Background: an optimization exercise with open tools, aiming at a short achievable clock period and few clock cycles per item. Do not read the settings as production practice.
Only simulation tests tie the RTL to the original design; equivalence was not proved.
The flow treats the clock pin as an ideal source. Dropping or thinning the clock tree relies on that and would not hold on a real chip.
Power figures rest on the tool's default switching activity, not on a simulated workload.

==> flow/design.v (excerpt) <==
module dnp3_tx (
    input  wire        clk,
    input  wire        rst,
    input  wire        cmd_valid,
    output wire        cmd_ready,
    input  wire [7:0]  cmd_plen,    
    input  wire [7:0]  cmd_ctrl,    
    input  wire [15:0] cmd_dst,     
    input  wire [15:0] cmd_src,     
    input  wire        in_valid,
    output wire        in_ready,
    input  wire [31:0] in_data,
    output wire        out_valid,
    input  wire        out_ready,
    output wire [31:0] out_data,
    output wire        out_last,
    output reg         done_valid,
    output reg  [3:0]  done_err,
    output reg  [8:0]  done_len
);
Size in the first run: roughly 4500 cells after synthesis, roughly 140 I/O pins, ~0.068 mm2 of cells after synthesis.
export LEC_CHECK = 0
export ABC_CLOCK_PERIOD_IN_PS = 2500
export CAP_MARGIN = 20
export CORE_MARGIN = 2
export CORE_UTILIZATION = 55
export PLACE_DENSITY = 0.65
export SLEW_MARGIN = 20
create_clock -name core_clock -period 8.0 [get_ports {clk}]
standard.sh (not shown) runs the stock make flow with config.mk's settings and CLKGATE_MAP_FILE= SYNTH_SCRIPT=/design/flow/synth_recipe.tcl, a recipe that flattens the netlist after the stock synthesis.
==> flow/flow/run.sh <==
#!/bin/bash
# The standard layout (standard.sh), with three changes to how it is made:
#  - the setup repair aims further below the clock period (SETUP_SLACK_MARGIN),
#  - the ports are buffered with buf_4 cells,
#  - the clock tree is built by flow/mcts.tcl (a balanced two-level tree of
#    clkbuf_16 cells: four root buffers on the clock port, each driving the
#    leaf buffers of its part of the die) in place of TritonCTS; it also
#    places each flip-flop that drives an output port next to its port buffer.
# The whole ORFS output goes to standard.log in this folder.
set -e
here=$(pwd)
export SETUP_SLACK_MARGIN=6
export BUFFER_PORTS_ARGS="-buffer_cell sky130_fd_sc_hd__buf_4"
export PRE_CTS_TCL=$here/flow/mcts.tcl
export MCTS_LEAF=32
export MCTS_ROOTS=4
export MCTS_SPAN=70
bash standard.sh > standard.log 2>&1
==> flow/flow/mcts.tcl <==
set mcts_leaf  [expr {[info exists ::env(MCTS_LEAF)] ? $::env(MCTS_LEAF) : 24}]
set mcts_roots [expr {[info exists ::env(MCTS_ROOTS)] ? $::env(MCTS_ROOTS) : 4}]
set mcts_db    [ord::get_db]
set mcts_block [ord::get_db_block]
set mcts_clk   [$mcts_block findNet clk]
set mcts_buf   [$mcts_db findMaster sky130_fd_sc_hd__clkbuf_16]

proc mcts_center {inst} {
  set bb [$inst getBBox]
  return [list [expr {([$bb xMin] + [$bb xMax]) / 2}] [expr {([$bb yMin] + [$bb yMax]) / 2}]]
}

# split a list of {x y item} into k groups of near-equal size, compact:
# recursive bisection across the longer side of the group's bounding box
proc mcts_split {items k} {
  set n [llength $items]
  if {$k <= 1 || $n <= 1} { return [list $items] }
  set xs {}; set ys {}
  foreach it $items { lappend xs [lindex $it 0]; lappend ys [lindex $it 1] }
  set w [expr {[tcl::mathfunc::max {*}$xs] - [tcl::mathfunc::min {*}$xs]}]
  set h [expr {[tcl::mathfunc::max {*}$ys] - [tcl::mathfunc::min {*}$ys]}]
  set axis [expr {$w >= $h ? 0 : 1}]
  set sorted [lsort -integer -index $axis $items]
  set k1 [expr {$k / 2}]
  set n1 [expr {int(round(double($n) * $k1 / $k))}]
  return [concat [mcts_split [lrange $sorted 0 [expr {$n1 - 1}]] $k1] \
                 [mcts_split [lrange $sorted $n1 end] [expr {$k - $k1}]]]
}

proc mcts_centroid {items} {
  set sx 0; set sy 0
  foreach it $items { incr sx [lindex $it 0]; incr sy [lindex $it 1] }
  set n [llength $items]
  return [list [expr {$sx / $n}] [expr {$sy / $n}]]
}

# Place each flip-flop that drives an output port's buffer next to that
# buffer, so its output wire is short; detailed placement legalizes them.
set mcts_moved 0
if {![info exists ::env(MCTS_MOVE_OUT)] || $::env(MCTS_MOVE_OUT)} {
  foreach bt [$mcts_block getBTerms] {
    if {[$bt getIoType] != "OUTPUT"} { continue }
    set net [$bt getNet]
    if {$net == "NULL" || $net == ""} { continue }
    set drv ""
    foreach it [$net getITerms] { if {[$it isOutputSignal]} { set drv $it } }
    if {$drv == ""} { continue }
    set buf [$drv getInst]
    set ff ""
    foreach it [$buf getITerms] {
      if {[$it isInputSignal]} {
        set n2 [$it getNet]
        if {$n2 == "NULL" || $n2 == ""} { continue }
        foreach it2 [$n2 getITerms] { if {[$it2 isOutputSignal]} { set ff [$it2 getInst] } }
      }
    }
    if {$ff == ""} { continue }
    if {![string match "*__*df*" [[$ff getMaster] getName]]} { continue }
    set loc [$buf getLocation]
    $ff setLocation [lindex $loc 0] [lindex $loc 1]
    incr mcts_moved
  }
}
puts "mcts: moved $mcts_moved output flip-flops next to their port buffers"

set mcts_sinks {}
foreach it [$mcts_clk getITerms] {
  lappend mcts_sinks [concat [mcts_center [$it getInst]] [list $it]]
}
set mcts_n [llength $mcts_sinks]
set mcts_k [expr {int(ceil(double($mcts_n) / $mcts_leaf))}]
puts "mcts: $mcts_n sinks, $mcts_k leaf buffers, $mcts_roots root buffers"

# a group spread wider than MCTS_SPAN um (half perimeter) is split again,
# so that no leaf drives a long wire
set mcts_span [expr {[info exists ::env(MCTS_SPAN)] ? $::env(MCTS_SPAN) : 80}]
set mcts_span_dbu [expr {int($mcts_span * [$mcts_block getDbUnitsPerMicron])}]
proc mcts_hpwl {items} {
  set xs {}; set ys {}
  foreach it $items { lappend xs [lindex $it 0]; lappend ys [lindex $it 1] }
  return [expr {[tcl::mathfunc::max {*}$xs] - [tcl::mathfunc::min {*}$xs] + \
                [tcl::mathfunc::max {*}$ys] - [tcl::mathfunc::min {*}$ys]}]
}
set mcts_groups {}
set mcts_todo [mcts_split $mcts_sinks $mcts_k]
while {[llength $mcts_todo] > 0} {
  set grp [lindex $mcts_todo 0]
  set mcts_todo [lrange $mcts_todo 1 end]
  if {[llength $grp] > 1 && [mcts_hpwl $grp] > $mcts_span_dbu} {
    set mcts_todo [concat [mcts_split $grp 2] $mcts_todo]
  } else {
    lappend mcts_groups $grp
  }
}
puts "mcts: [llength $mcts_groups] leaf groups after splitting groups wider than $mcts_span um"

set mcts_leaves {}
set li 0
foreach grp $mcts_groups {
  set c [mcts_centroid $grp]
  set inst [odb::dbInst_create $mcts_block $mcts_buf "mcts_leaf_$li"]
  set w [[$inst getMaster] getWidth]
  $inst setLocation [expr {[lindex $c 0] - $w / 2}] [lindex $c 1]
  $inst setPlacementStatus PLACED
  set net [odb::dbNet_create $mcts_block "mcts_l$li"]
  $net setSigType CLOCK
  [$inst findITerm X] connect $net
  foreach s $grp {
    set it [lindex $s 2]
    $it disconnect
    $it connect $net
  }
  lappend mcts_leaves [list [lindex $c 0] [lindex $c 1] $inst]
  incr li
}

set ri 0
foreach grp [mcts_split $mcts_leaves $mcts_roots] {
  set c [mcts_centroid $grp]
  set inst [odb::dbInst_create $mcts_block $mcts_buf "mcts_root_$ri"]
  set w [[$inst getMaster] getWidth]
  $inst setLocation [expr {[lindex $c 0] - $w / 2}] [lindex $c 1]
  $inst setPlacementStatus PLACED
  set net [odb::dbNet_create $mcts_block "mcts_r$ri"]
  $net setSigType CLOCK
  [$inst findITerm X] connect $net
  [$inst findITerm A] connect $mcts_clk
  foreach l $grp {
    [[lindex $l 2] findITerm A] connect $net
  }
  incr ri
}
$mcts_clk setSigType CLOCK

# the tree is built: the flow's call to TritonCTS does nothing else
rename clock_tree_synthesis mcts_unused_cts
proc clock_tree_synthesis {args} {
  puts "mcts: clock tree built by hand; TritonCTS skipped"
  set_propagated_clock [all_clocks]
}
Testbench counts at the start, summed over its fixed seeds: cycles 12,115, frames 320.
Edit:
--- a/flow/flow/run.sh
+++ b/flow/flow/run.sh
@@ -13,6 +13,6 @@
 export BUFFER_PORTS_ARGS="-buffer_cell sky130_fd_sc_hd__buf_4"
 export PRE_CTS_TCL=$here/flow/mcts.tcl
-export MCTS_LEAF=32
+export MCTS_LEAF=28
 export MCTS_ROOTS=4
-export MCTS_SPAN=70
+export MCTS_SPAN=80
 bash standard.sh > standard.log 2>&1
=> Via count decreases slightly; core utilization goes down by 0.73 points; wire length fell slightly; setup slack gets better by 0.045 ns; sequential power hardly moves; worst hold slack stays flat; cell area drops slightly; power fell by a few percent; critical path depth does not change.
In every run of this note, the design's own scripts or RTL, not TritonCTS, make the clock network.

## what the ideal ports hide
The results above use ideal ports. As a check the final layouts listed here were re-extracted and re-timed, cells and wires unchanged. Step 1: set_driving_cell puts a clkbuf_16 on clk and a buf_2 on each other input, an assumption about the parent block. Step 2 adds t to the input delays and takes it off the output delays; t is the mean of the earliest and latest rising clock arrival at the registers after step 1. Input paths then give back, and output paths get back, about the clock's delay inside the block. Slacks: no drivers / after step 1 / after step 2; pairs: no drivers / after step 1.
| run | t, ns | setup WS [ns] | hold slack, ns | worst slew at a driven data input, ns |
|---|---|---|---|---|
| the first run | 0.792 | 5.320 / 5.144 / 5.244 | 0.289 / 0.289 / 0.289 | 0.09 |
| the second run | 0.725 | 5.365 / 5.201 / 5.394 | 0.292 / 0.292 / 0.292 | 0.09 |
After both steps every run listed still meets setup and hold. The setup slack of the first run, which loses most, moves by -0.176 ns with the drivers and by -0.076 ns with both steps.
